This is an optimization exercise on Yosys and OpenROAD, whose aim is small area, a short achievable clock period and few clock cycles, not a production implementation. Function was not checked in any run shown here: the RTL went through the layout flow alone. Power is estimated from default activity; no workload was simulated.

**run.sh**
```bash
#!/bin/bash
# synth_recipe.tcl (not shown) runs the flow's synth.tcl, then flattens the netlist and writes it again
# the make line also repeats each setting of config.mk as NAME=value (left out here)
make -C /OpenROAD-flow-scripts/flow DESIGN_CONFIG=/design/flow/config.mk WORK_HOME=/design/flow/orfs CLKGATE_MAP_FILE= SYNTH_SCRIPT=/design/flow/synth_recipe.tcl finish
```
**config.mk**
```make
export PLATFORM = sky130hd
export DESIGN_NAME = lxe
export DESIGN_NICKNAME = lxe
export VERILOG_FILES = /design/flow/design.v
export SDC_FILE = /design/flow/constraint.sdc
export NUM_CORES = 4
export LEC_CHECK = 0
export ABC_CLOCK_PERIOD_IN_PS = 3000
export CAP_MARGIN = 20
export CORE_MARGIN = 2
export CORE_UTILIZATION = 40
export PLACE_DENSITY = 0.6
export SETUP_SLACK_MARGIN = 5
export SLEW_MARGIN = 20
```
**constraint.sdc**
```tcl
create_clock -name core_clock -period 12.0 [get_ports {clk}]
set_input_delay 2.4000 -clock core_clock [delete_from_list [all_inputs] [get_ports {clk}]]
set_output_delay 2.4000 -clock core_clock [all_outputs]
set_load 0.01 [all_outputs]
```
**design.v**
```verilog
module lxe (
    input  wire        clk,
    input  wire        rst,         
    input  wire        bus_valid,
    input  wire        bus_write,
    input  wire [5:0]  bus_addr,
    input  wire [31:0] bus_wdata,
    output wire        bus_ready,
    output reg         bus_rvalid,
    output reg  [31:0] bus_rdata
);
    localparam [5:0] A_CMD    = 6'h00;
    localparam [5:0] A_STATUS = 6'h04;
    localparam [5:0] A_EINFO  = 6'h08;
    localparam [5:0] A_K0     = 6'h10;
    localparam [5:0] A_K1     = 6'h14;
    localparam [5:0] A_K2     = 6'h18;
    localparam [5:0] A_K3     = 6'h1C;
    localparam [5:0] A_V0     = 6'h20;
    localparam [5:0] A_V1     = 6'h24;
    localparam [5:0] A_OPA    = 6'h28;
    localparam [5:0] A_OPB    = 6'h2C;
    localparam [5:0] A_RES    = 6'h30;
    localparam [5:0] A_CRC    = 6'h34;
    localparam [7:0] OP_CRC_INIT = 8'h01;
    localparam [7:0] OP_CRC_UPD  = 8'h02;
    localparam [7:0] OP_AND32    = 8'h10;
    localparam [7:0] OP_OR32     = 8'h11;
    localparam [7:0] OP_XOR32    = 8'h12;
    localparam [7:0] OP_SHL32    = 8'h13;
    localparam [7:0] OP_SHR32    = 8'h14;
    localparam [7:0] OP_SWAP     = 8'h18;
    localparam [7:0] OP_SWAPBP   = 8'h19;
    localparam [7:0] OP_XTEA_ENC = 8'h20;
    localparam [7:0] OP_XTEA_DEC = 8'h21;
    localparam [7:0] OP_KEY_CLR  = 8'h22;
    localparam [7:0] OP_CLRERR   = 8'h7F;
    localparam [3:0] E_ILLEGAL_CMD    = 4'd1;
    localparam [3:0] E_BAD_ADDR       = 4'd2;
    localparam [3:0] E_RO_WRITE       = 4'd3;
    localparam [3:0] E_KEY_NOT_LOADED = 4'd4;
    reg [31:0] k0, k1, k2, k3;
    reg [31:0] ra, rb;           
    reg        vsw;
    reg [31:0] opa, opb;
    reg [31:0] res;
    reg [15:0] crc;
    reg [3:0]  krdy;
    reg        err;
    reg [3:0]  ecode;
    reg [31:0] einfo;
    reg        rq_v;
    reg        rq_w;
    reg [5:0]  rq_a;
    reg [31:0] rq_d;
    reg        rdy;
    reg        busy;
    reg        dec;
    reg [4:0]  step;
    assign bus_ready = rdy;
    wire accept = bus_valid && rdy;
    wire exec   = rq_v && !busy;
    function [15:0] crc16_step;
        input [15:0] c;
        input [7:0]  b;
        integer i;
        reg [15:0] x;
        begin
            x = c ^ {8'h00, b};
            for (i = 0; i < 8; i = i + 1) begin
                if (x[0])
                    x = (x >> 1) ^ 16'hA001;
                else
                    x = x >> 1;
            end
            crc16_step = x;
        end
    endfunction
    function [31:0] rev32;
        input [31:0] x;
        integer i;
        begin
            for (i = 0; i < 32; i = i + 1)
                rev32[i] = x[31 - i];
        end
    endfunction
    wire [7:0]  opc = rq_d[7:0];
    wire [7:0]  arg = rq_d[15:8];
    wire [15:0] rsv = rq_d[31:16];
    wire misaligned = (rq_a[1:0] != 2'b00);
    wire reserved   = (rq_a == 6'h0C) || (rq_a == 6'h38) || (rq_a == 6'h3C);
    wire bad_addr   = misaligned || reserved;
    wire ro_write   = rq_w && ((rq_a == A_STATUS) || (rq_a == A_EINFO) ||
                               (rq_a == A_RES)    || (rq_a == A_CRC));
    wire is_cmd     = rq_w && (rq_a == A_CMD);
    reg legal;
    always @(*) begin
        if (rsv != 16'h0000)
            legal = 1'b0;
        else begin
            case (opc)
                OP_CRC_UPD, OP_SWAP: legal = 1'b1;
                OP_CRC_INIT, OP_AND32, OP_OR32, OP_XOR32, OP_SHL32, OP_SHR32,
                OP_SWAPBP, OP_XTEA_ENC, OP_XTEA_DEC, OP_KEY_CLR, OP_CLRERR:
                    legal = (arg == 8'h00);
                default: legal = 1'b0;
            endcase
        end
    end
    wire is_xtea     = (opc == OP_XTEA_ENC) || (opc == OP_XTEA_DEC);
    wire illegal_cmd = is_cmd && !legal;
    wire key_missing = is_cmd && legal && is_xtea && (krdy != 4'b1111);
    reg        raise;
    reg [3:0]  raise_code;
    reg [31:0] raise_info;
    always @(*) begin
        raise      = 1'b1;
        raise_code = 4'd0;
        raise_info = 32'h0;
        if (bad_addr) begin
            raise_code = E_BAD_ADDR;
            raise_info = {23'h0, rq_w, 2'b00, rq_a};
        end else if (ro_write) begin
            raise_code = E_RO_WRITE;
            raise_info = {23'h0, 1'b1, 2'b00, rq_a};
        end else if (illegal_cmd) begin
            raise_code = E_ILLEGAL_CMD;
            raise_info = rq_d;
        end else if (key_missing) begin
            raise_code = E_KEY_NOT_LOADED;
            raise_info = rq_d;
        end else begin
            raise = 1'b0;
        end
    end
    wire cmd_ok = exec && is_cmd && legal && !(is_xtea && (krdy != 4'b1111));
    wire [31:0] v0_q = vsw ? rb : ra;
    wire [31:0] v1_q = vsw ? ra : rb;
    reg [31:0] read_data;
    always @(*) begin
        case (rq_a)
            A_STATUS: read_data = {20'h0, krdy, ecode, 3'b000, err};
            A_EINFO:  read_data = einfo;
            A_K0:     read_data = k0;
            A_K1:     read_data = k1;
            A_K2:     read_data = k2;
            A_K3:     read_data = k3;
            A_V0:     read_data = v0_q;
            A_V1:     read_data = v1_q;
            A_OPA:    read_data = opa;
            A_OPB:    read_data = opb;
            A_RES:    read_data = res;
            A_CRC:    read_data = {16'h0, crc};
            default:  read_data = 32'h0;
        endcase
    end
    wire        shift_big = (opb[31:5] != 27'h0);
    wire        shr_op    = opc[2];
    wire [31:0] sh_in     = shr_op ? rev32(opa) : opa;
    wire [31:0] sh_out    = sh_in << opb[4:0];
    wire [31:0] sh_res    = shift_big ? 32'h0 : (shr_op ? rev32(sh_out) : sh_out);
    reg [31:0] util_res;
    always @(*) begin
        case (opc[3:0])
            4'h0:    util_res = opa & opb;
            4'h1:    util_res = opa | opb;
            4'h2:    util_res = opa ^ opb;
            4'h3, 4'h4: util_res = sh_res;
            4'h8: begin
                case (arg)
                    8'd16:   util_res = {16'h0000, opa[7:0], opa[15:8]};
                    8'd24:   util_res = {8'h00, opa[7:0], opa[15:8], opa[23:16]};
                    8'd32:   util_res = {opa[7:0], opa[15:8], opa[23:16], opa[31:24]};
                    default: util_res = 32'h0000_0000;
                endcase
            end
            default: util_res = {16'h0000, opa[7:0], opa[15:8]};
        endcase
    end
    wire is_util = (opc[7:4] == 4'h1);
    wire start     = cmd_ok && is_xtea;
    wire start_dec = opc[0];
    wire match     = (vsw == start_dec);
    wire do_step   = busy || (start && match);
    wire do_swap   = start && !match;
    wire cdec      = busy ? dec : start_dec;
    reg [31:0] s_val;
    reg [1:0]  kidx;
    reg [4:0]  m;
    wire [4:0] hstep = step[4:1] + {3'b000, step[0]};    
    always @(*) begin
        m = cdec ? (5'd16 - hstep) : hstep;
        case (m)
            5'd0:  s_val = 32'h00000000;
            5'd1:  s_val = 32'h9E3779B9;
            5'd2:  s_val = 32'h3C6EF372;
            5'd3:  s_val = 32'hDAA66D2B;
            5'd4:  s_val = 32'h78DDE6E4;
            5'd5:  s_val = 32'h1715609D;
            5'd6:  s_val = 32'hB54CDA56;
            5'd7:  s_val = 32'h5384540F;
            5'd8:  s_val = 32'hF1BBCDC8;
            5'd9:  s_val = 32'h8FF34781;
            5'd10: s_val = 32'h2E2AC13A;
            5'd11: s_val = 32'hCC623AF3;
            5'd12: s_val = 32'h6A99B4AC;
            5'd13: s_val = 32'h08D12E65;
            5'd14: s_val = 32'hA708A81E;
            5'd15: s_val = 32'h454021D7;
            default: s_val = 32'hE3779B90;
        endcase
        kidx = (step[0] ^ cdec) ? s_val[12:11] : s_val[1:0];
    end
    reg [31:0] ksel;
    always @(*) begin
        case (kidx)
            2'd0: ksel = k0;
            2'd1: ksel = k1;
            2'd2: ksel = k2;
            default: ksel = k3;
        endcase
    end
    wire [31:0] sk    = s_val + ksel;
    wire [31:0] mx_t  = ((rb << 4) ^ (rb >> 5)) + rb;
    wire [31:0] mx    = mx_t ^ sk;
    wire [31:0] nb    = cdec ? (ra - mx) : (ra + mx);
    wire wr_ok = exec && rq_w && !raise;
    always @(posedge clk) begin
        if (accept) begin
            rq_w <= bus_write;
            rq_a <= bus_addr;
            rq_d <= bus_wdata;
        end
        bus_rdata <= read_data;
        if (rst) begin
            k0 <= 32'h0; k1 <= 32'h0; k2 <= 32'h0; k3 <= 32'h0;
            ra <= 32'h0; rb <= 32'h0; vsw <= 1'b0;
            opa <= 32'h0; opb <= 32'h0;
            res <= 32'h0;
            crc <= 16'h0;
            krdy <= 4'h0;
            err <= 1'b0; ecode <= 4'h0; einfo <= 32'h0;
            busy <= 1'b0; dec <= 1'b0; step <= 5'h0;
            rq_v <= 1'b0;
            rdy <= 1'b1;
            bus_rvalid <= 1'b0;
        end else begin
            rq_v <= accept || (rq_v && busy);
            rdy  <= !((accept || (rq_v && busy)) &&
                      ((busy && step != 5'd31) || start));
            bus_rvalid <= (exec && !start) || (busy && step == 5'd31);
            if (exec && raise && !err) begin
                err   <= 1'b1;
                ecode <= raise_code;
                einfo <= raise_info;
            end
            if (do_step) begin
                ra   <= rb;
                rb   <= nb;
                step <= step + 5'd1;
            end else if (do_swap) begin
                ra  <= rb;
                rb  <= ra;
                vsw <= !vsw;
            end
            if (start) begin
                busy <= 1'b1;
                dec  <= start_dec;
            end else if (busy && step == 5'd31) begin
                busy <= 1'b0;
            end
            if (wr_ok) begin
                case (rq_a)
                    A_K0: begin k0 <= rq_d; krdy[0] <= 1'b1; end
                    A_K1: begin k1 <= rq_d; krdy[1] <= 1'b1; end
                    A_K2: begin k2 <= rq_d; krdy[2] <= 1'b1; end
                    A_K3: begin k3 <= rq_d; krdy[3] <= 1'b1; end
                    A_V0:  if (vsw) rb <= rq_d; else ra <= rq_d;
                    A_V1:  if (vsw) ra <= rq_d; else rb <= rq_d;
                    A_OPA: opa <= rq_d;
                    A_OPB: opb <= rq_d;
                    default: ;
                endcase
            end
            if (cmd_ok) begin
                case (opc)
                    OP_CRC_INIT: crc <= 16'h0000;
                    OP_CRC_UPD:  crc <= crc16_step(crc, arg);
                    OP_KEY_CLR: begin
                        k0 <= 32'h0; k1 <= 32'h0; k2 <= 32'h0; k3 <= 32'h0;
                        krdy <= 4'h0;
                    end
                    OP_CLRERR: begin
                        err <= 1'b0; ecode <= 4'h0; einfo <= 32'h0;
                    end
                    default: ;
                endcase
                if (is_util)
                    res <= util_res;
            end
        end
    end
endmodule
```
==> flow_metrics.py, run 1 <==
metrics = {
    "worst_setup_path": {
        "critPathMaxFanout": 6,
        "r2r-start": "step[0]",
        "rr_worst_depth": 44,
        "slowest_delay_ps": 550,
        "startpoint": "step[0]",
        "crit_required_ps": 12530,
        "critPathTopFamily": "compound AO/OA/AOI/OAI gates",
        "worst_setup_path_start_kind": "flip-flop",
        "crit_end": "rb[28]",
        "reg2reg_slack_ps": 4060,
        "r2r_end": "rb[28]",
        "path_common_cell": "ha_4",
        "crit_cells": 44,
        "crit_path_end_kind": "flip-flop",
        "arrival_ps": 8470,
        "cp_slowest_cell": "or4_1",
        "critPathKind": "reg2reg",
        "cp.buffers_inverters": 9,
    },
    "sta": {
        "max-slew-margin-rel_pct": 25.53,
        "period_minus_slack_ps": 7941,
        "setup_viol": 0,
        "fin_crit_sh_pct": 66.17,
        "tightest_slew_ps": 1117,
        "finalSetupTns_ps": 0,
        "hold_viol": 0,
        "slew_viol_final": 0,
        "maxClockFrequency_mhz": 125.9,
        "clock_skew_ps": 17.50,
        "rsz0062_at_grt": "yes",
    },
    "logic_synthesis": {
        "ys_warn_count": 1,
        "synth_area_um2": 32270,
        "synth_edf_count": 39,
        "syn_nets": 4449,
        "synthArstFlopShare_pct": 0,
        "yosys_register_bits": 427,
        "synth_flop_cell": "dfxtp_1",
        "synth_seq_area_share_pct": 27.70,
        "syn_area_per_cell_um2": 7.619,
        "ys_types": 98,
        "syn_inst": 4235,
    },
    "min_path": {
        "whs_path_depth": 2,
        "hold_class": "reg2reg",
    },
    "detailed_routing": {
        "met2WireLength_um": 59250,
        "wire_per_inst_um": 26.51,
        "top_layer": "met5",
        "drt.antenna.violating_nets": 0,
        "wl_met3_um": 15390,
        "vias": 33850,
        "drt-met1-wl_um": 56090,
        "first_iter_violations": 4846,
        "drc_errors": 0,
        "drt_pass1_iterations": 8,
        "vias_per_cell": 6.413,
        "wirelength_um": 139900,
    },
    "finish": {
        "drive_above_1_share_pct": 13.96,
        "syn2layout_area_growth_pct": 16.60,
        "nNetsFinal": 4392,
        "n_antenna_cell": 0,
        "nFillCells": 7901,
        "multi_input_area_um2": 22660,
        "regArea_um2": 8954,
    },
    "placement": {
        "dp_hpwl_um": 95400,
        "routabilityCongestion": 0.9950,
        "io_buffers": 75,
    },
    "floorplanning": {
        "initial_utilization_pct": 40.26,
        "die-area_um2": 82960,
        "fp-row-count": 104,
        "dieHeight_um": 288.0,
        "coreArea_um2": 80160,
        "ios": 76,
        "die_w_um": 288.0,
    },
    "global_routing": {
        "grt_pass1_wl_um": 204600,
        "grt_max_degree": 82,
        "grt.total_usage_pct": 32.57,
        "antenna_found_initial": 4,
        "grt_overflow": 0,
        "grt_pass1_vias": 30490,
    },
    "clocking": {
        "clk_pin_slew_ps": 60,
        "root_buffer": "clkbuf_16",
        "clock_sinks": 427,
        "tritoncts": "built",
        "holdBufCountCts": 0,
        "cts_buffer_depth": 3,
        "cts_inserted_buffers": 51,
        "insertion_delay_ps": 610,
        "cts_htree_levels": 2,
    },
    "pwr": {
        "fin_total_pwr_mw": 3.638,
        "powerDensity_nw_per_um2": 96.70,
        "ir_drop_uv": 108.2,
        "cellLeakagePower_nw": 14.21,
    },
    "flow_run": {
        "drv_cap": 0,
    },
    "run_status": {
        "status": "complete, no violations",
    },
}
-- routing by layer --
layer	vias to the layer above	global-route usage [%]
met5	-	0
met4	4	17.40
met3	451	7.250
met2	2059	48.53
met1	16100	43.70
li1	15230	-
-- state kept, by name, indices dropped and copies added (netlist names), 32 cells and up --
| name | count |
|---|---|
| bus_rdata | 32 |
| einfo | 32 |
| k0 | 32 |
| k1 | 32 |
| k2 | 32 |
| k3 | 32 |
| opa | 32 |
| opb | 32 |
| ra | 32 |
| rb | 32 |
| res | 32 |
| rq_d | 32 |
-- cells by family (layout without fill, tap and decap cells) --
| group | count (synthesis) | in the layout | share of synthesized area, % |
|---|---|---|---|
| mux | 223 | 224 | 8.236 |
| xor+xnor | 194 | 194 | 5.735 |
| compound gates | 1314 | 1314 | 26.48 |
| fa+ha+maj | 172 | 172 | 6.739 |
| flops | 427 | 427 | 27.70 |
| simple gates | 1402 | 1402 | 19.02 |
| buf+inv | 503 | 485 | 6.095 |
-- where the power goes --
group	total, mW	switching (mW)	internal (mW)
Combinational	0.544	0.331	0.213
Sequential	1.47	0.0198	1.45
Clock	1.63	0.675	0.950
Total	3.64	1.03	2.61
-- cell usage in the layout (no fill, tap or decap), drive strengths merged, types with 33 or more instances in the layout --
| master | count |
|---|---|
| dfxtp | 388 |
| o31ai | 40 |
| nand2 | 702 |
| nand2b | 33 |
| a221oi | 76 |
| buf | 195 |
| nor2 | 324 |
| xnor2 | 110 |
| a21o | 50 |
| clkbuf | 73 |
| nor2b | 37 |
| clkdlybuf4s50 | 74 |
| nor3 | 65 |
| o21ai | 171 |
| a21oi | 538 |
| a222oi | 65 |
| a211oi | 95 |
| mux2i | 171 |
| edfxtp | 39 |
| o221ai | 36 |
| nand3 | 95 |
| ha | 169 |
| o22ai | 58 |
| xor2 | 76 |
| inv | 124 |
-- cell type report --
type,count,area share [%]
clock buffers,73,3.961
inverters,118,1.214
multi-input cells,3306,60.24
flip-flops and latches,427,23.80
well taps,1060,3.525
clock inverters,20,0.5953
repair buffers,274,6.668
-- worst register-to-register path, delay by kind of cell, from the launching register on --
kind	cells	cell delay, ps
DFF	1	350
buffers and inverters	9	990
xor gates and xnor gates	4	600
adders and majority gates	7	1710
and+or+nand+nor	6	1160
AOI/OAI and AO/OA	18	3010
-- Yosys cell counts, types with 27 or more instances --
master    count  area (um^2)
o21ai_0     162        810.8
xnor2_1     106        928.4
a211oi_1     94        705.7
a221oi_1     75        656.9
xor2_1       76        665.6
edfxtp_1     39         1171
buf_2        45        225.2
nand2b_1     33        206.5
a21o_1       50        375.4
nor2b_1      37        231.5
nand2_1     702         2635
mux2i_1     171         1712
nand4_1      27        168.9
o31ai_1      39        292.8
a222oi_1     65        650.6
ha_1        169         2115
buf_1        28        105.1
nand3_1      94        470.5
or3_1        30        187.7
o22ai_1      58        362.9
nor3_1       56        280.3
nor2_1      323         1212
o221ai_1     36        315.3
dfxtp_1     388         7767
a21oi_1     536         2683
clkbuf_1    308         1156
mux4_2       32        720.7
inv_1       116        435.4
-- timing repair --
item,in CTS,in global routing
gates resized for setup,141,93
endpoints found under the setup margin,27,24
gates cloned,7,0
pin swaps,82,55
buffers inserted,75,35
-- worst min-delay path by stage --
stage / from / endpoint / slack, ps
global route: ecode[3] / ecode[3] / 460
CTS: ecode[3] / ecode[3] / 430
detailed placement: ecode[3] / ecode[3] / 420
floorplan: ecode[3] / ecode[3] / 410
global placement: ecode[3] / ecode[3] / 420
finish: ecode[3] / ecode[3] / 440
-- metrics by stage --
| stage | instance area [um^2] | instances | utilization (%) | hold slack [ps] | worst slack, ps |
|---|---|---|---|---|---|
| after floorplan | 32520 | 4235 | - | 409.0 | 4029 |
| after global placement | 33770 | 5067 | 42.14 | 417.5 | 2550 |
| after detailed placement | 33780 | 5068 | 42.15 | 421.8 | 2408 |
| after CTS | 36920 | 5243 | 46.06 | 430.0 | 4247 |
| after global routing | 37620 | 5278 | 46.94 | 457.7 | 3759 |
| final | 37620 | 5278 | 46.94 | 435.7 | 4059 |
==> run 2, diff against run 1 <==
--- a/design.v
+++ b/design.v
@@ -180,37 +180,51 @@
     wire is_util = (opc[7:4] == 4'h1);
     wire start     = cmd_ok && is_xtea;
     wire start_dec = opc[0];
-    wire match     = (vsw == start_dec);
-    wire do_step   = busy || (start && match);
-    wire do_swap   = start && !match;
-    wire cdec      = busy ? dec : start_dec;
-    reg [31:0] s_val;
-    reg [1:0]  kidx;
-    reg [4:0]  m;
-    wire [4:0] hstep = step[4:1] + {3'b000, step[0]};    
-    always @(*) begin
-        m = cdec ? (5'd16 - hstep) : hstep;
-        case (m)
-            5'd0:  s_val = 32'h00000000;
-            5'd1:  s_val = 32'h9E3779B9;
-            5'd2:  s_val = 32'h3C6EF372;
-            5'd3:  s_val = 32'hDAA66D2B;
-            5'd4:  s_val = 32'h78DDE6E4;
-            5'd5:  s_val = 32'h1715609D;
-            5'd6:  s_val = 32'hB54CDA56;
-            5'd7:  s_val = 32'h5384540F;
-            5'd8:  s_val = 32'hF1BBCDC8;
-            5'd9:  s_val = 32'h8FF34781;
-            5'd10: s_val = 32'h2E2AC13A;
-            5'd11: s_val = 32'hCC623AF3;
-            5'd12: s_val = 32'h6A99B4AC;
-            5'd13: s_val = 32'h08D12E65;
-            5'd14: s_val = 32'hA708A81E;
-            5'd15: s_val = 32'h454021D7;
-            default: s_val = 32'hE3779B90;
-        endcase
-        kidx = (step[0] ^ cdec) ? s_val[12:11] : s_val[1:0];
-    end
+    wire do_swap   = start && (vsw != start_dec);
+    function [31:0] sum_of;
+        input [4:0] m;
+        begin
+            case (m)
+                5'd0:  sum_of = 32'h00000000;
+                5'd1:  sum_of = 32'h9E3779B9;
+                5'd2:  sum_of = 32'h3C6EF372;
+                5'd3:  sum_of = 32'hDAA66D2B;
+                5'd4:  sum_of = 32'h78DDE6E4;
+                5'd5:  sum_of = 32'h1715609D;
+                5'd6:  sum_of = 32'hB54CDA56;
+                5'd7:  sum_of = 32'h5384540F;
+                5'd8:  sum_of = 32'hF1BBCDC8;
+                5'd9:  sum_of = 32'h8FF34781;
+                5'd10: sum_of = 32'h2E2AC13A;
+                5'd11: sum_of = 32'hCC623AF3;
+                5'd12: sum_of = 32'h6A99B4AC;
+                5'd13: sum_of = 32'h08D12E65;
+                5'd14: sum_of = 32'hA708A81E;
+                5'd15: sum_of = 32'h454021D7;
+                default: sum_of = 32'hE3779B90;
+            endcase
+        end
+    endfunction
+    function [4:0] m_of;
+        input       d;
+        input [4:0] j;
+        reg   [4:0] h;
+        begin
+            h    = j[4:1] + {3'b000, j[0]};    
+            m_of = d ? (5'd16 - h) : h;
+        end
+    endfunction
+    function [1:0] kidx_of;
+        input       d;
+        input [4:0] j;
+        reg   [31:0] sv;
+        begin
+            sv = sum_of(m_of(d, j));
+            kidx_of = (j[0] ^ d) ? sv[12:11] : sv[1:0];
+        end
+    endfunction
+    reg  [1:0] kidx;
+    wire [31:0] s_val = sum_of(m_of(dec, step));
     reg [31:0] ksel;
     always @(*) begin
         case (kidx)
@@ -222,8 +236,8 @@
     end
     wire [31:0] sk    = s_val + ksel;
     wire [31:0] mx_t  = ((rb << 4) ^ (rb >> 5)) + rb;
-    wire [31:0] mx    = mx_t ^ sk;
-    wire [31:0] nb    = cdec ? (ra - mx) : (ra + mx);
+    wire [31:0] mx    = mx_t ^ sk ^ {32{dec}};
+    wire [31:0] nb    = ra + mx + {31'h0, dec};    
     wire wr_ok = exec && rq_w && !raise;
     always @(posedge clk) begin
         if (accept) begin
@@ -240,7 +254,7 @@
             crc <= 16'h0;
             krdy <= 4'h0;
             err <= 1'b0; ecode <= 4'h0; einfo <= 32'h0;
-            busy <= 1'b0; dec <= 1'b0; step <= 5'h0;
+            busy <= 1'b0; dec <= 1'b0; step <= 5'h0; kidx <= 2'd0;
             rq_v <= 1'b0;
             rdy <= 1'b1;
             bus_rvalid <= 1'b0;
@@ -254,20 +268,23 @@
                 ecode <= raise_code;
                 einfo <= raise_info;
             end
-            if (do_step) begin
+            if (busy) begin
                 ra   <= rb;
                 rb   <= nb;
                 step <= step + 5'd1;
-            end else if (do_swap) begin
-                ra  <= rb;
-                rb  <= ra;
-                vsw <= !vsw;
+                kidx <= kidx_of(dec, step + 5'd1);
+                if (step == 5'd31)
+                    busy <= 1'b0;
             end
             if (start) begin
                 busy <= 1'b1;
                 dec  <= start_dec;
-            end else if (busy && step == 5'd31) begin
-                busy <= 1'b0;
+                kidx <= start_dec ? 2'd3 : 2'd0;
+                if (do_swap) begin
+                    ra  <= rb;
+                    rb  <= ra;
+                    vsw <= !vsw;
+                end
             end
             if (wr_ok) begin
                 case (rq_a)
==> run 2 against run 1 <==
  * Critical endpoint is now rb[19]
  * Worst hold slack lost 5.2 ps
  * Global-route usage shrank 1.4 points
  * Sequential power is essentially flat
  * Still clean on timing, DRC and antenna
  * Via count shrank 10%
==> flow_metrics.py, run 2 <==
metrics = {
    "run_status": {
        "status": "complete, no violations",
    },
    "pwr": {
        "cellLeakagePower_nw": 13.05,
        "ir_drop_uv": 115.3,
        "powerDensity_nw_per_um2": 98.41,
    },
    "sta": {
        "finalSetupTns_ps": 0,
        "max-slew-margin-rel_pct": 16.75,
        "rsz0062_at_grt": "yes",
        "hold_viol": 0,
        "setup_viol": 0,
        "fin_crit_sh_pct": 54.51,
        "holdWs_ps": 430.5,
        "maxClockFrequency_mhz": 152.9,
        "clock_skew_ps": 73.92,
        "slew_viol_final": 0,
        "tightest_slew_ps": 1240,
        "period_minus_slack_ps": 6542,
    },
    "worst_setup_path": {
        "critPathKind": "reg2reg",
        "reg2reg_slack_ps": 5460,
        "cp_slowest_cell": "fa_2",
        "worst_setup_path_start_kind": "flip-flop",
        "r2r-start": "step[0]",
        "arrival_ps": 7050,
        "slowest_delay_ps": 440,
        "crit_path_end_kind": "flip-flop",
        "critPathTopFamily": "compound AO/OA/AOI/OAI gates",
        "rr_worst_depth": 30,
        "critPathMaxFanout": 14,
        "r2r_end": "rb[19]",
        "cp.buffers_inverters": 2,
        "crit_required_ps": 12510,
    },
    "finish": {
        "nFillCells": 7588,
        "final_common_cell": "nand2_1",
        "final_cell_mix": "nand2_1, a21oi_1, dfxtp_1",
        "stdcell_count": 4804,
        "nNetsFinal": 3954,
        "regArea_um2": 8989,
        "n_antenna_cell": 0,
        "syn2layout_area_growth_pct": 11.18,
        "multi_input_area_um2": 20280,
        "drive_above_1_share_pct": 9.724,
    },
    "detailed_routing": {
        "drt.antenna.violating_nets": 0,
        "wirelength_um": 126000,
        "vias_per_cell": 6.313,
        "wire_per_inst_um": 26.23,
        "drt_pass1_iterations": 7,
        "first_iter_violations": 4185,
        "vias": 30330,
        "drc_errors": 0,
    },
    "placement": {
        "io_buffers": 75,
        "dp_hpwl_um": 88640,
        "place_inst": 4701,
        "routabilityCongestion": 0.9910,
    },
    "floorplanning": {
        "ios": 76,
        "dieHeight_um": 281.6,
        "die-area_um2": 79280,
        "coreArea_um2": 76080,
        "initial_utilization_pct": 40.51,
        "die_w_um": 281.6,
        "fp-row-count": 101,
    },
    "clocking": {
        "clock_sinks": 429,
        "cts_htree_levels": 2,
        "root_buffer": "clkbuf_16",
        "cts_inserted_buffers": 51,
        "tritoncts": "built",
        "holdBufCountCts": 0,
        "insertion_delay_ps": 680,
        "cts_buffer_depth": 3,
        "clk_pin_slew_ps": 60,
    },
    "global_routing": {
        "grt.total_usage_pct": 31.12,
        "grt_max_degree": 85,
        "antenna_found_initial": 5,
        "grt_overflow": 0,
        "grt_pass1_vias": 27840,
        "grt_pass1_wl_um": 186200,
    },
    "logic_synthesis": {
        "synthTopCellsByCount": "nand2_1, a21oi_1, dfxtp_1",
        "ys_warn_count": 1,
        "synth_flop_cell": "dfxtp_1",
        "yosys.area.top_type": "dfxtp_1",
        "synth_seq_area_share_pct": 29.14,
        "synth.most_common_cell": "nand2_1",
        "synthArstFlopShare_pct": 0,
        "yosys_register_bits": 429,
        "synth.top_cell.area_share_pct": 25.33,
        "syn_nets": 4063,
        "syn_inst": 3840,
        "netlist_top_cells_area": "dfxtp_1, nand2_1, ha_1, a21oi_1, mux4_2",
        "synth_edf_count": 39,
        "syn_area_per_cell_um2": 8.025,
        "synth_area_um2": 30820,
        "ys_types": 82,
    },
    "flow_run": {
        "drv_cap": 0,
    },
    "min_path": {
        "min_from": "ecode[3]",
        "hold_class": "reg2reg",
        "whs_endpoint": "ecode[3]",
        "whs_path_depth": 2,
    },
}
## run 2: cell count changes after synthesis, sizes merged, moves of 17 or more
| cell | change |
|---|---|
| a21oi | -135 |
| clkbuf | -72 |
| nor2 | -72 |
| a211oi | -51 |
| mux4 | +39 |
| o31ai | -31 |
| a22oi | +28 |
| mux2i | -27 |
| nor2b | -23 |
| or3 | -22 |
| xnor2 | +20 |
| mux2 | +19 |
| o221ai | -19 |
| o21ai | -17 |
## run 2: kinds of logic (layout without fill, tap and decap cells)
logic type                 Yosys count  count (layout)  share of synthesized area (%)
buffers and inverters              432             366                          5.810
AOI/OAI and AO/OA                 1079            1079                          22.85
xor gates and xnor gates           207             207                          5.883
and+or+nand+nor                   1258            1258                          17.60
adders and majority gates          181             181                          7.422
muxes                              254             254                          11.29
DFF                                429             429                          29.14
## run 2: worst register-to-register path: cells and delay by family (launching register included)
kind,cells,cell delay (ps)
AO/OA/AOI/OAI,11,2360
adder cells (fa/ha/maj),5,1550
AND/OR/NAND/NOR,8,1120
XOR/XNOR,4,720
flip-flops,1,400
buffers and inverters,2,290
## run 2: routing by layer
metal  vias to the layer above  wire length, um  global-route usage [%]
met3                       322            14580                   6.762
met1                     14500            51940                   42.95
met2                      1814            53620                   47.07
met4                         4             5862                   12.45
met5                         -               27                       0
li1                      13690                -                       -
## run 2: cell type report
class,instances,share of cell area [%]
clock buffers,69,4.309
clock inverters,27,1.223
well taps,1030,3.761
inverters,112,1.227
repair buffers,158,4.057
flip-flops and latches,429,26.24
multi-input cells,2979,59.19
## run 2: power by group
part | leakage (nW) | total, mW | switching (mW) | internal, mW
sequential | 3.53 | 1.49 | 0.0313 | 1.46
clock | 0.914 | 1.73 | 0.707 | 1.03
combinational | 8.61 | 0.149 | 0.104 | 0.0446
total | 13.1 | 3.37 | 0.842 | 2.53
## run 2: worst max-delay path by stage
stage,startpoint,end,cells after the start
2_1_floorplan,step[3],rb[28],32
4_1_cts,step[0],rb[28],32
3_3_place_gp,step[0],rb[28],28
3_5_place_dp,step[0],rb[30],27
5_1_grt,step[0],rb[28],31
6_report,step[0],rb[19],30
## run 2: metrics by stage
stage | worst slack, ps | power [mW] | instance area (um^2) | utilization, %
after detailed placement | 4204 | 1.662 | 32150 | 42.26
final | 5458 | 3.372 | 34260 | 45.04
after global routing | 4960 | 3.453 | 34260 | 45.04
after global placement | 4277 | 1.662 | 32150 | 42.26
after CTS | 5017 | 3.389 | 34110 | 44.83
after floorplan | 5449 | 1.593 | 30820 | -
## run 2: timing repair
item,in CTS,in global routing
endpoints found under the setup margin,16,16
pin swaps,1,5
gates resized for setup,13,32
cloned,0,0
buffers inserted,2,5
==> run 3, diff against run 2 <==
--- a/design.v
+++ b/design.v
@@ -56,7 +56,8 @@
     reg        rdy;
     reg        busy;
     reg        dec;
-    reg [4:0]  step;
+    reg [4:0]  cnt;              
+    reg [31:0] sk_r;             
     assign bus_ready = rdy;
     wire accept = bus_valid && rdy;
     wire exec   = rq_v && !busy;
@@ -223,8 +224,9 @@
             kidx_of = (j[0] ^ d) ? sv[12:11] : sv[1:0];
         end
     endfunction
-    reg  [1:0] kidx;
-    wire [31:0] s_val = sum_of(m_of(dec, step));
+    wire        sdir  = busy ? dec : opc[0];
+    wire [31:0] s_val = sum_of(m_of(sdir, cnt));
+    wire [1:0]  kidx  = kidx_of(sdir, cnt);
     reg [31:0] ksel;
     always @(*) begin
         case (kidx)
@@ -234,9 +236,9 @@
             default: ksel = k3;
         endcase
     end
-    wire [31:0] sk    = s_val + ksel;
+    wire [31:0] sk_next = s_val + ksel;
     wire [31:0] mx_t  = ((rb << 4) ^ (rb >> 5)) + rb;
-    wire [31:0] mx    = mx_t ^ sk ^ {32{dec}};
+    wire [31:0] mx    = mx_t ^ sk_r ^ {32{dec}};
     wire [31:0] nb    = ra + mx + {31'h0, dec};    
     wire wr_ok = exec && rq_w && !raise;
     always @(posedge clk) begin
@@ -254,15 +256,15 @@
             crc <= 16'h0;
             krdy <= 4'h0;
             err <= 1'b0; ecode <= 4'h0; einfo <= 32'h0;
-            busy <= 1'b0; dec <= 1'b0; step <= 5'h0; kidx <= 2'd0;
+            busy <= 1'b0; dec <= 1'b0; cnt <= 5'h0; sk_r <= 32'h0;
             rq_v <= 1'b0;
             rdy <= 1'b1;
             bus_rvalid <= 1'b0;
         end else begin
             rq_v <= accept || (rq_v && busy);
             rdy  <= !((accept || (rq_v && busy)) &&
-                      ((busy && step != 5'd31) || start));
-            bus_rvalid <= (exec && !start) || (busy && step == 5'd31);
+                      ((busy && cnt != 5'd0) || start));
+            bus_rvalid <= (exec && !start) || (busy && cnt == 5'd0);
             if (exec && raise && !err) begin
                 err   <= 1'b1;
                 ecode <= raise_code;
@@ -271,15 +273,17 @@
             if (busy) begin
                 ra   <= rb;
                 rb   <= nb;
-                step <= step + 5'd1;
-                kidx <= kidx_of(dec, step + 5'd1);
-                if (step == 5'd31)
-                    busy <= 1'b0;
+                sk_r <= sk_next;
+                if (cnt == 5'd0)
+                    busy <= 1'b0;        
+                else
+                    cnt  <= cnt + 5'd1;
             end
             if (start) begin
                 busy <= 1'b1;
                 dec  <= start_dec;
-                kidx <= start_dec ? 2'd3 : 2'd0;
+                cnt  <= 5'd1;
+                sk_r <= sk_next;
                 if (do_swap) begin
                     ra  <= rb;
                     rb  <= ra;
==> flow/run.sh (new file) <==
#!/bin/bash
# Standard synthesis and layout; only the setup margin that repair_timing aims
# for is raised, so that it works on paths that already meet the clock.
set -euo pipefail
bash standard.sh synth > synth.log 2>&1
bash standard.sh SETUP_SLACK_MARGIN=${LXE_SETUP_MARGIN:-8.5} finish > layout.log 2>&1
==> standard.sh (new file) <==
#!/bin/bash
# synth_recipe.tcl (not shown) runs the flow's synth.tcl, then flattens the netlist and writes it again
# the make line also repeats each setting of config.mk as NAME=value (left out here)
make -C /OpenROAD-flow-scripts/flow DESIGN_CONFIG=/design/flow/config.mk WORK_HOME=/design/flow/orfs CLKGATE_MAP_FILE= SYNTH_SCRIPT=/design/flow/synth_recipe.tcl "${@:-finish}"
==> config.mk (replaced) <==
export PLATFORM = sky130hd
export DESIGN_NAME = lxe
export DESIGN_NICKNAME = lxe
export VERILOG_FILES = /design/flow/design.v
export SDC_FILE = /design/flow/constraint.sdc
export NUM_CORES = 4
export LEC_CHECK = 0
export CAP_MARGIN = 20
export CORE_MARGIN = 2
export CORE_UTILIZATION = 40
export PLACE_DENSITY = 0.6
export SLEW_MARGIN = 20
removed: run.sh
==> run 3 against run 2 <==
  * Clock power rose by 5%
  * Die area up 6.0%
  * Combinational power is 140% higher
  * Final area up 18%
  * Critical endpoint is now sk_r[31]
  * Still clean
  * Clock-buffer cell count shrank 7
==> flow_metrics.py, run 3 <==
metrics = {
    "logic_synthesis": {
        "syn_inst": 3991,
        "ys_types": 86,
        "synth.most_common_cell": "nor2_1",
        "syn_nets": 4209,
        "syn_area_per_cell_um2": 8.194,
        "synthTopCellsByCount": "nor2_1, dfxtp_1, mux2i_1",
        "synth_area_um2": 32700,
        "synth_edf_count": 39,
        "synthArstFlopShare_pct": 0,
        "yosys_register_bits": 459,
        "synth.top_cell.area_share_pct": 25.71,
        "synth_seq_area_share_pct": 29.29,
        "netlist_top_cells_area": "dfxtp_1, mux2i_1, ha_1, nor2_1, a21oi_1",
        "synth_flop_cell": "dfxtp_1",
        "ys_warn_count": 1,
        "yosys.area.top_type": "dfxtp_1",
    },
    "floorplanning": {
        "ios": 76,
        "fp-row-count": 104,
        "coreArea_um2": 80680,
        "die-area_um2": 84060,
        "dieHeight_um": 289.9,
        "initial_utilization_pct": 40.53,
        "die_w_um": 289.9,
    },
    "clocking": {
        "tritoncts": "built",
        "insertion_delay_ps": 660,
        "clock_sinks": 459,
        "clk_pin_slew_ps": 70,
        "cts_inserted_buffers": 54,
        "holdBufCountCts": 0,
        "root_buffer": "clkbuf_16",
        "cts_buffer_depth": 3,
        "cts_htree_levels": 2,
    },
    "worst_setup_path": {
        "worst_setup_path_start_kind": "flip-flop",
        "critPathMaxFanout": 8,
        "critPathKind": "reg2reg",
        "crit_required_ps": 12570,
        "arrival_ps": 6000,
        "crit_path_end_kind": "flip-flop",
    },
    "finish": {
        "drive_above_1_share_pct": 21.56,
        "final_common_cell": "nor2_1",
        "nFillCells": 7616,
        "regArea_um2": 9657,
        "final_cell_mix": "nor2_1, dfxtp_1, mux2i_1",
        "multi_input_area_um2": 23370,
        "nNetsFinal": 4292,
        "syn2layout_area_growth_pct": 23.88,
        "fin_area_um2": 40510,
        "n_antenna_cell": 0,
    },
    "run_status": {
        "status": "complete, no violations",
    },
    "global_routing": {
        "grt.total_usage_pct": 33.56,
        "grt_overflow": 0,
        "grt_pass1_vias": 30940,
        "grt_max_degree": 85,
        "antenna_found_initial": 5,
        "grt_pass1_wl_um": 213600,
    },
    "sta": {
        "max-slew-margin-rel_pct": 21.24,
        "tightest_slew_ps": 1169,
        "finalSetupTns_ps": 0,
        "period_minus_slack_ps": 5434,
        "clock_skew_ps": 49.80,
        "rsz0062_at_grt": "yes",
        "fin_crit_sh_pct": 45.28,
        "maxClockFrequency_mhz": 184.0,
        "setup_viol": 0,
        "hold_viol": 0,
        "slew_viol_final": 0,
    },
    "detailed_routing": {
        "wirelength_um": 149400,
        "drc_errors": 0,
        "wire_per_inst_um": 28.86,
        "drt.antenna.violating_nets": 0,
        "first_iter_violations": 4738,
        "vias": 33890,
        "vias_per_cell": 6.544,
        "drt_pass1_iterations": 11,
    },
    "placement": {
        "routabilityCongestion": 0.9874,
        "dp_hpwl_um": 98380,
        "io_buffers": 75,
        "postPlaceCellArea_um2": 34630,
    },
    "min_path": {
        "hold_class": "reg2reg",
    },
    "flow_run": {
        "drv_cap": 0,
    },
    "pwr": {
        "powerDensity_nw_per_um2": 92.70,
        "ir_drop_uv": 99.66,
        "cellLeakagePower_nw": 17.17,
    },
}
run 3: logic make-up (layout without fill, tap and decap cells):
family                     count (synthesis)  in the layout  synth area share (%)
AOI/OAI and AO/OA                       1121           1122                 23.02
xor gates and xnor gates                 192            192                 5.165
adders and majority gates                176            176                 6.803
buffers and inverters                    472            596                 5.621
DFF                                      459            459                 29.29
muxes                                    433            433                 14.82
and+or+nand+nor                         1138           1140                 15.27
run 3: area by class of cell:
class	instances	share of cell area, %
inverter	125	1.217
sequential	459	23.84
timing repair buffer	370	9.198
clock buffer	62	3.459
timing repair inverter	1	0.01235
multi-input combinational	3063	57.70
tap	1060	3.274
clock inverter	38	1.300
run 3: path summary, 6_finish.rpt:
check                                  to  startpoint  slack (ps)  cells past startpoint
worst min register to register  einfo[29]   einfo[29]         450                      2
worst min-delay path            einfo[29]   einfo[29]         450                      2
worst max register to register   sk_r[31]      cnt[0]        6570                     24
worst max-delay path             sk_r[31]      cnt[0]        6570                     24
run 3: timing repair:
action                                  CTS  global route
setup buffers                           142            44
pin swaps                               160           117
gates resized for setup                 475           168
endpoints found under the setup margin  424           272
cloned                                   15             5
run 3: per-stage QoR:
stage | worst slack (ps) | total power [mW] | instances | util [%] | hold slack [ps]
after global placement | 4721 | 1.872 | 4872 | 42.93 | 439.7
after detailed placement | 4611 | 1.871 | 4872 | 42.93 | 442.6
after CTS | 6616 | 3.739 | 5129 | 48.73 | 450.8
final | 6566 | 3.755 | 5178 | 50.21 | 452.3
after global routing | 6394 | 3.835 | 5178 | 50.21 | 473.2
after floorplan | 6524 | 1.775 | 3991 | - | 431.3
run 3: metal layers:
metal | vias to the layer above | routed length (um) | track usage, %
met3 | 518 | 16580 | 7.169
met5 | - | 41 | 0
li1 | 14790 | - | -
met1 | 16430 | 59900 | 45.35
met4 | 6 | 10290 | 17.89
met2 | 2145 | 62620 | 49.96
run 3: critical path, cell delays in order, from the launching register on:
cell	delay, ps
dfxtp_4	360
ha_4	170
ha_4	290
inv_4	40
ha_4	210
mux2i_4	210
inv_2	90
ha_4	240
and2_4	160
a311o_1	350
o31a_4	450
buf_12	160
buf_16	140
a211oi_2	150
a21oi_1	100
ha_1	350
a21oi_2	170
o21ai_2	120
o31a_1	290
a211o_1	280
nand2_2	100
o2111ai_1	110
a31o_2	220
or3_1	320
a311oi_2	260
run 3: where the power goes:
part | switching, mW | total, mW | internal (mW) | leakage [nW]
registers | 0.0141 | 1.57 | 1.55 | 3.79
clock network | 0.775 | 1.82 | 1.05 | 0.920
logic | 0.228 | 0.365 | 0.137 | 12.5
==> run 4, diff against run 3 <==
--- a/design.v
+++ b/design.v
@@ -57,6 +57,7 @@
     reg        busy;
     reg        dec;
     reg [4:0]  cnt;              
+    reg [1:0]  kidx_r;           
     reg [31:0] sk_r;             
     assign bus_ready = rdy;
     wire accept = bus_valid && rdy;
@@ -158,7 +159,11 @@
     wire        shift_big = (opb[31:5] != 27'h0);
     wire        shr_op    = opc[2];
     wire [31:0] sh_in     = shr_op ? rev32(opa) : opa;
-    wire [31:0] sh_out    = sh_in << opb[4:0];
+    wire [31:0] sh1       = opb[0] ? {sh_in[30:0], 1'b0}  : sh_in;
+    wire [31:0] sh2       = opb[1] ? {sh1[29:0], 2'b00}   : sh1;
+    wire [31:0] sh3       = opb[2] ? {sh2[27:0], 4'h0}    : sh2;
+    wire [31:0] sh4       = opb[3] ? {sh3[23:0], 8'h00}   : sh3;
+    wire [31:0] sh_out    = opb[4] ? {sh4[15:0], 16'h0000} : sh4;
     wire [31:0] sh_res    = shift_big ? 32'h0 : (shr_op ? rev32(sh_out) : sh_out);
     reg [31:0] util_res;
     always @(*) begin
@@ -182,51 +187,82 @@
     wire start     = cmd_ok && is_xtea;
     wire start_dec = opc[0];
     wire do_swap   = start && (vsw != start_dec);
-    function [31:0] sum_of;
-        input [4:0] m;
+    function [33:0] step_rom;
+        input [5:0] dj;
         begin
-            case (m)
-                5'd0:  sum_of = 32'h00000000;
-                5'd1:  sum_of = 32'h9E3779B9;
-                5'd2:  sum_of = 32'h3C6EF372;
-                5'd3:  sum_of = 32'hDAA66D2B;
-                5'd4:  sum_of = 32'h78DDE6E4;
-                5'd5:  sum_of = 32'h1715609D;
-                5'd6:  sum_of = 32'hB54CDA56;
-                5'd7:  sum_of = 32'h5384540F;
-                5'd8:  sum_of = 32'hF1BBCDC8;
-                5'd9:  sum_of = 32'h8FF34781;
-                5'd10: sum_of = 32'h2E2AC13A;
-                5'd11: sum_of = 32'hCC623AF3;
-                5'd12: sum_of = 32'h6A99B4AC;
-                5'd13: sum_of = 32'h08D12E65;
-                5'd14: sum_of = 32'hA708A81E;
-                5'd15: sum_of = 32'h454021D7;
-                default: sum_of = 32'hE3779B90;
+            case (dj)
+                6'd0 : step_rom = {2'd0, 32'h00000000};
+                6'd1 : step_rom = {2'd3, 32'h9E3779B9};
+                6'd2 : step_rom = {2'd1, 32'h9E3779B9};
+                6'd3 : step_rom = {2'd2, 32'h3C6EF372};
+                6'd4 : step_rom = {2'd2, 32'h3C6EF372};
+                6'd5 : step_rom = {2'd1, 32'hDAA66D2B};
+                6'd6 : step_rom = {2'd3, 32'hDAA66D2B};
+                6'd7 : step_rom = {2'd0, 32'h78DDE6E4};
+                6'd8 : step_rom = {2'd0, 32'h78DDE6E4};
+                6'd9 : step_rom = {2'd0, 32'h1715609D};
+                6'd10: step_rom = {2'd1, 32'h1715609D};
+                6'd11: step_rom = {2'd3, 32'hB54CDA56};
+                6'd12: step_rom = {2'd2, 32'hB54CDA56};
+                6'd13: step_rom = {2'd2, 32'h5384540F};
+                6'd14: step_rom = {2'd3, 32'h5384540F};
+                6'd15: step_rom = {2'd1, 32'hF1BBCDC8};
+                6'd16: step_rom = {2'd0, 32'hF1BBCDC8};
+                6'd17: step_rom = {2'd0, 32'h8FF34781};
+                6'd18: step_rom = {2'd1, 32'h8FF34781};
+                6'd19: step_rom = {2'd0, 32'h2E2AC13A};
+                6'd20: step_rom = {2'd2, 32'h2E2AC13A};
+                6'd21: step_rom = {2'd3, 32'hCC623AF3};
+                6'd22: step_rom = {2'd3, 32'hCC623AF3};
+                6'd23: step_rom = {2'd2, 32'h6A99B4AC};
+                6'd24: step_rom = {2'd0, 32'h6A99B4AC};
+                6'd25: step_rom = {2'd1, 32'h08D12E65};
+                6'd26: step_rom = {2'd1, 32'h08D12E65};
+                6'd27: step_rom = {2'd1, 32'hA708A81E};
+                6'd28: step_rom = {2'd2, 32'hA708A81E};
+                6'd29: step_rom = {2'd0, 32'h454021D7};
+                6'd30: step_rom = {2'd3, 32'h454021D7};
+                6'd31: step_rom = {2'd3, 32'hE3779B90};
+                6'd32: step_rom = {2'd3, 32'hE3779B90};
+                6'd33: step_rom = {2'd3, 32'h454021D7};
+                6'd34: step_rom = {2'd0, 32'h454021D7};
+                6'd35: step_rom = {2'd2, 32'hA708A81E};
+                6'd36: step_rom = {2'd1, 32'hA708A81E};
+                6'd37: step_rom = {2'd1, 32'h08D12E65};
+                6'd38: step_rom = {2'd1, 32'h08D12E65};
+                6'd39: step_rom = {2'd0, 32'h6A99B4AC};
+                6'd40: step_rom = {2'd2, 32'h6A99B4AC};
+                6'd41: step_rom = {2'd3, 32'hCC623AF3};
+                6'd42: step_rom = {2'd3, 32'hCC623AF3};
+                6'd43: step_rom = {2'd2, 32'h2E2AC13A};
+                6'd44: step_rom = {2'd0, 32'h2E2AC13A};
+                6'd45: step_rom = {2'd1, 32'h8FF34781};
+                6'd46: step_rom = {2'd0, 32'h8FF34781};
+                6'd47: step_rom = {2'd0, 32'hF1BBCDC8};
+                6'd48: step_rom = {2'd1, 32'hF1BBCDC8};
+                6'd49: step_rom = {2'd3, 32'h5384540F};
+                6'd50: step_rom = {2'd2, 32'h5384540F};
+                6'd51: step_rom = {2'd2, 32'hB54CDA56};
+                6'd52: step_rom = {2'd3, 32'hB54CDA56};
+                6'd53: step_rom = {2'd1, 32'h1715609D};
+                6'd54: step_rom = {2'd0, 32'h1715609D};
+                6'd55: step_rom = {2'd0, 32'h78DDE6E4};
+                6'd56: step_rom = {2'd0, 32'h78DDE6E4};
+                6'd57: step_rom = {2'd3, 32'hDAA66D2B};
+                6'd58: step_rom = {2'd1, 32'hDAA66D2B};
+                6'd59: step_rom = {2'd2, 32'h3C6EF372};
+                6'd60: step_rom = {2'd2, 32'h3C6EF372};
+                6'd61: step_rom = {2'd1, 32'h9E3779B9};
+                6'd62: step_rom = {2'd3, 32'h9E3779B9};
+                6'd63: step_rom = {2'd0, 32'h00000000};
+                default: step_rom = 34'h0;
             endcase
         end
     endfunction
-    function [4:0] m_of;
-        input       d;
-        input [4:0] j;
-        reg   [4:0] h;
-        begin
-            h    = j[4:1] + {3'b000, j[0]};    
-            m_of = d ? (5'd16 - h) : h;
-        end
-    endfunction
-    function [1:0] kidx_of;
-        input       d;
-        input [4:0] j;
-        reg   [31:0] sv;
-        begin
-            sv = sum_of(m_of(d, j));
-            kidx_of = (j[0] ^ d) ? sv[12:11] : sv[1:0];
-        end
-    endfunction
     wire        sdir  = busy ? dec : opc[0];
-    wire [31:0] s_val = sum_of(m_of(sdir, cnt));
-    wire [1:0]  kidx  = kidx_of(sdir, cnt);
+    wire [31:0] s_val = step_rom({sdir, cnt});
+    wire [1:0]  kidx  = busy ? kidx_r : {2{opc[0]}};
+    wire [1:0]  kidx_after = step_rom({dec, cnt + 5'd1}) >> 32;
     reg [31:0] ksel;
     always @(*) begin
         case (kidx)
@@ -236,9 +272,9 @@
             default: ksel = k3;
         endcase
     end
-    wire [31:0] sk_next = s_val + ksel;
+    wire [31:0] sk_next = (s_val + ksel) ^ {32{sdir}};
     wire [31:0] mx_t  = ((rb << 4) ^ (rb >> 5)) + rb;
-    wire [31:0] mx    = mx_t ^ sk_r ^ {32{dec}};
+    wire [31:0] mx    = mx_t ^ sk_r;
     wire [31:0] nb    = ra + mx + {31'h0, dec};    
     wire wr_ok = exec && rq_w && !raise;
     always @(posedge clk) begin
@@ -256,7 +292,7 @@
             crc <= 16'h0;
             krdy <= 4'h0;
             err <= 1'b0; ecode <= 4'h0; einfo <= 32'h0;
-            busy <= 1'b0; dec <= 1'b0; cnt <= 5'h0; sk_r <= 32'h0;
+            busy <= 1'b0; cnt <= 5'h0;
             rq_v <= 1'b0;
             rdy <= 1'b1;
             bus_rvalid <= 1'b0;
@@ -274,6 +310,7 @@
                 ra   <= rb;
                 rb   <= nb;
                 sk_r <= sk_next;
+                kidx_r <= kidx_after;
                 if (cnt == 5'd0)
                     busy <= 1'b0;        
                 else
@@ -284,6 +321,7 @@
                 dec  <= start_dec;
                 cnt  <= 5'd1;
                 sk_r <= sk_next;
+                kidx_r <= 2'd3;          
                 if (do_swap) begin
                     ra  <= rb;
                     rb  <= ra;
==> run.sh (new file) <==
#!/bin/bash
# synth_recipe.tcl (not shown) runs the flow's synth.tcl, then flattens the netlist and writes it again
# the make line also repeats each setting of config.mk as NAME=value (left out here)
make -C /OpenROAD-flow-scripts/flow DESIGN_CONFIG=/design/flow/config.mk WORK_HOME=/design/flow/orfs CLKGATE_MAP_FILE= SYNTH_SCRIPT=/design/flow/synth_recipe.tcl finish
removed: flow/run.sh
removed: standard.sh
==> run 4 against run 3 <==
  * Still clean on timing, DRC and antenna
  * Power decreased by 0.48%
  * Fmax fell by 6.1%
  * First-iteration DRC count shrank 6.4%
  * Area after synthesis is 1.4% higher
  * Clock-buffer cell count increased by 2
  * Routed wire length fell by 9.5%
  * Combinational power decreased by 24%
  * Flip-flop and latch count rose by 2
  * Synthesized cell count up 8.1%
  * Worst hold slack worse by 3.1 ps
  * Sequential power grew 3%
  * Largest cell class unchanged
==> flow_metrics.py, run 4 <==
metrics = {
    "run_status": {
        "status": "complete, no violations",
    },
    "sta": {
        "slew_viol_final": 0,
        "clock_skew_ps": 29.58,
        "fin_ws_ps": 6214,
        "hold_viol": 0,
        "max-slew-margin-rel_pct": 30.70,
        "setup_viol": 0,
        "tightest_slew_ps": 1040,
        "rsz0062_at_grt": "no",
        "finalSetupTns_ps": 0,
        "period_minus_slack_ps": 5786,
        "fin_crit_sh_pct": 48.22,
        "maxClockFrequency_mhz": 172.8,
    },
    "logic_synthesis": {
        "synth_area_um2": 33170,
        "synthTopCellsByCount": "nand2_1, a21oi_1, dfxtp_1",
        "syn_inst": 4313,
        "synth_compound_area_share_pct": 25.99,
        "yosys.area_share.adder_pct": 6.835,
        "netlist_top_cells_area": "dfxtp_1, a21oi_1, nand2_1, edfxtp_1, ha_1",
        "yosys.area.top_type": "dfxtp_1",
        "synthMuxAreaShare_pct": 7.106,
        "yosys_register_bits": 461,
        "synth_top_family_by_area": "compound AO/OA/AOI/OAI gates",
        "synth.most_common_cell": "nand2_1",
        "synth_edf_count": 74,
        "ys_warn_count": 1,
        "synth_flop_cell": "dfxtp_1",
        "synth_xor_area_share_pct": 5.386,
        "syn_area_per_cell_um2": 7.691,
        "ys_types": 90,
        "synth_simple_gate_area_share_pct": 18.72,
        "synth.top_cell.area_share_pct": 23.36,
        "synth_seq_area_share_pct": 30.06,
        "synthArstFlopShare_pct": 0,
        "syn_nets": 4533,
    },
    "floorplanning": {
        "initial_utilization_pct": 40.40,
        "coreArea_um2": 82110,
        "die_w_um": 292.0,
        "die-area_um2": 85250,
        "ios": 76,
        "fp-row-count": 105,
        "dieHeight_um": 292.0,
    },
    "placement": {
        "place_ws_ps": 6338,
        "place_inst": 5180,
        "routabilityCongestion": 0.9978,
        "dp_hpwl_um": 92280,
        "io_buffers": 75,
    },
    "pwr": {
        "internal_power_mw": 2.768,
        "ir_drop_uv": 106.3,
        "switching_share_pct": 25.92,
        "powerDensity_nw_per_um2": 102.1,
        "share_seq_of_total_power_pct": 43.2,
        "cellLeakagePower_nw": 13.85,
        "p_sw_uw": 968.8,
        "clockPowerShare_pct": 49.4,
        "p_comb_share_pct": 7.5,
    },
    "clocking": {
        "ctsResizeCount": 0,
        "cts_inserted_buffers": 54,
        "clk_pin_slew_ps": 60,
        "tritoncts": "built",
        "post_cts_buffers": 0,
        "root_buffer": "clkbuf_16",
        "cts_htree_levels": 2,
        "holdBufCountCts": 0,
        "cts_buffer_depth": 3,
        "clock_sinks": 461,
        "insertion_delay_ps": 640,
    },
    "detailed_routing": {
        "drt.antenna.violating_nets": 0,
        "vias": 33630,
        "wirelength_um": 135200,
        "drc_errors": 0,
        "vias_per_cell": 6.363,
        "drt_pass1_iterations": 9,
        "wire_per_inst_um": 25.59,
        "first_iter_violations": 4434,
    },
    "global_routing": {
        "grt_pass1_vias": 30640,
        "grt_max_degree": 78,
        "grt.total_usage_pct": 30.65,
        "grt_overflow": 0,
        "grt_pass1_wl_um": 200800,
        "antenna_found_initial": 9,
    },
    "finish": {
        "final_common_cell": "nand2_1",
        "nFillCells": 8072,
        "nNetsFinal": 4387,
        "drive_above_1_share_pct": 7.619,
        "final_cell_mix": "nand2_1, a21oi_1, dfxtp_1",
        "stdcell_count": 5285,
        "syn2layout_area_growth_pct": 10.40,
    },
    "worst_setup_path": {
        "crit_required_ps": 12370,
        "slowest_delay_ps": 580,
        "cp_slowest_cell": "nor2b_1",
        "crit_path_end_kind": "flip-flop",
        "critPathKind": "reg2reg",
        "cp.buffers_inverters": 2,
        "worst_setup_path_start_kind": "flip-flop",
        "path_common_cell": "nor2_1",
        "arrival_ps": 6150,
        "critPathMaxFanout": 39,
        "crit_chain": "buf_4 -> nor2b_1 -> a21o_1 -> buf_4 -> nor2_1 -> nor3_1 -> a21oi_1 -> a21oi_1 -> nor2_1 -> nor2_1 -> nor2_1 -> a211oi_1 -> ha_1 -> nand2_1 -> a211oi_1 -> a211oi_1 -> o21bai_1 -> a21o_1 -> a222oi_1 -> a221oi_1 -> a21o_1 -> a41o_1 -> xnor2_1",
        "critPathTopFamily": "compound AO/OA/AOI/OAI gates",
    },
    "min_path": {
        "hold_class": "reg2reg",
    },
    "flow_run": {
        "drv_cap": 0,
    },
}
==> run 4: cell types whose count changed after synthesis, sizes merged, moves of 18 or more <==
cell	change
nand3	-18
a21oi	+265
o31ai	+38
o21ai	-20
nand2	+398
dfxtp	-33
a211oi	-31
a2bb2oi	-32
edfxtp	+35
nor2b	-27
clkbuf	+24
nor2	-76
mux2i	-234
==> run 4: tightest hold or removal path: stages, from the launching register on <==
cell and delay (ps):
dfxtp_1 310, nand2_1 50, a21oi_1 50
==> run 4: layout make-up <==
type / instances / area, um^2 / share of cell area (%)
inverters: 130 / 488.0 / 1.333
clock buffers: 64 / 1491 / 4.073
repair buffers: 167 / 1463 / 3.994
multi-input cells: 3353 / 21380 / 58.38
diodes: 2 / 5.005 / 0.01367
clock inverters: 38 / 478.0 / 1.305
well taps: 1070 / 1339 / 3.656
flip-flops and latches: 461 / 9977 / 27.25
==> run 4: kinds of logic after synthesis <==
| group | after synthesis |
|---|---|
| adders and majority gates | 179 |
| and+or+nand+nor | 1432 |
| AOI/OAI and AO/OA | 1348 |
| muxes | 190 |
| xor gates and xnor gates | 204 |
| buffers and inverters | 499 |
| DFF | 461 |
==> run 4: worst paths after layout <==
| path | from | to | slack, ps | cells after the start |
|---|---|---|---|---|
| worst max-delay path | rq_d[0] | sk_r[30] | 6210 | 23 |
| worst min-delay path | einfo[15] | einfo[15] | 450 | 2 |
| worst max register to register | rq_d[0] | sk_r[30] | 6210 | 23 |
| worst min register to register | einfo[15] | einfo[15] | 450 | 2 |
==> run 4: stage by stage <==
stage / power (mW) / utilization [%] / area [um^2] / hold WS (ps)
5_1_grt: 3.829 / 44.59 / 36610 / 462.8
2_1_floorplan: 1.814 / - / 33170 / 420.6
4_1_cts: 3.742 / 44.55 / 36580 / 451.8
3_5_place_dp: 1.917 / 42.15 / 34610 / 443.1
6_report: 3.737 / 44.60 / 36620 / 449.2
3_3_place_gp: 1.917 / 42.15 / 34610 / 438.0
==> run 4: power groups by stage <==
stage               Sequential [mW]  Combinational (mW)  Clock, mW
global route                   1.61               0.296       1.92
finish                         1.61               0.279       1.84
floorplan                      1.63               0.189          0
CTS                            1.61               0.272       1.86
detailed placement             1.65               0.271          0
global placement               1.65               0.271          0
==> run 4: layer usage <==
metal	track usage [%]	vias to the layer above	routed length, um
met3	7.513	374	14850
met5	0	-	98
li1	-	15290	-
met1	41.59	15960	55930
met2	45.02	1996	56660
met4	15.59	8	7697

## port drivers added, routing unchanged
In the flow no input, the clock included, has a driving cell. The finished layouts below were timed again as built, in two steps. Step 1 assumes that a clkbuf_16 drives the clock port and a buf_2 every other input. Step 2 adds t to the input delays and takes it off the output delays; t is the mean of the earliest and latest rising clock arrival at the registers after step 1. Input paths then give back, and output paths get back, about the clock's delay inside the block. Slacks: ideal ports / drivers / drivers and shift; pairs: ideal ports / drivers.
run	t (ns)	setup slack, ns	worst setup path after step 2	clock arrival spread, ns
run 1	0.673	4.059 / 4.059 / 4.059	register to register	0.018 / 0.017
run 2	0.705	5.458 / 5.458 / 5.458	register to register	0.076 / 0.076
run 3	0.706	6.566 / 6.566 / 6.566	register to register	0.051 / 0.051
run 4	0.688	6.214 / 6.214 / 6.214	register to register	0.029 / 0.030
After both steps setup and hold are still met in every run listed.
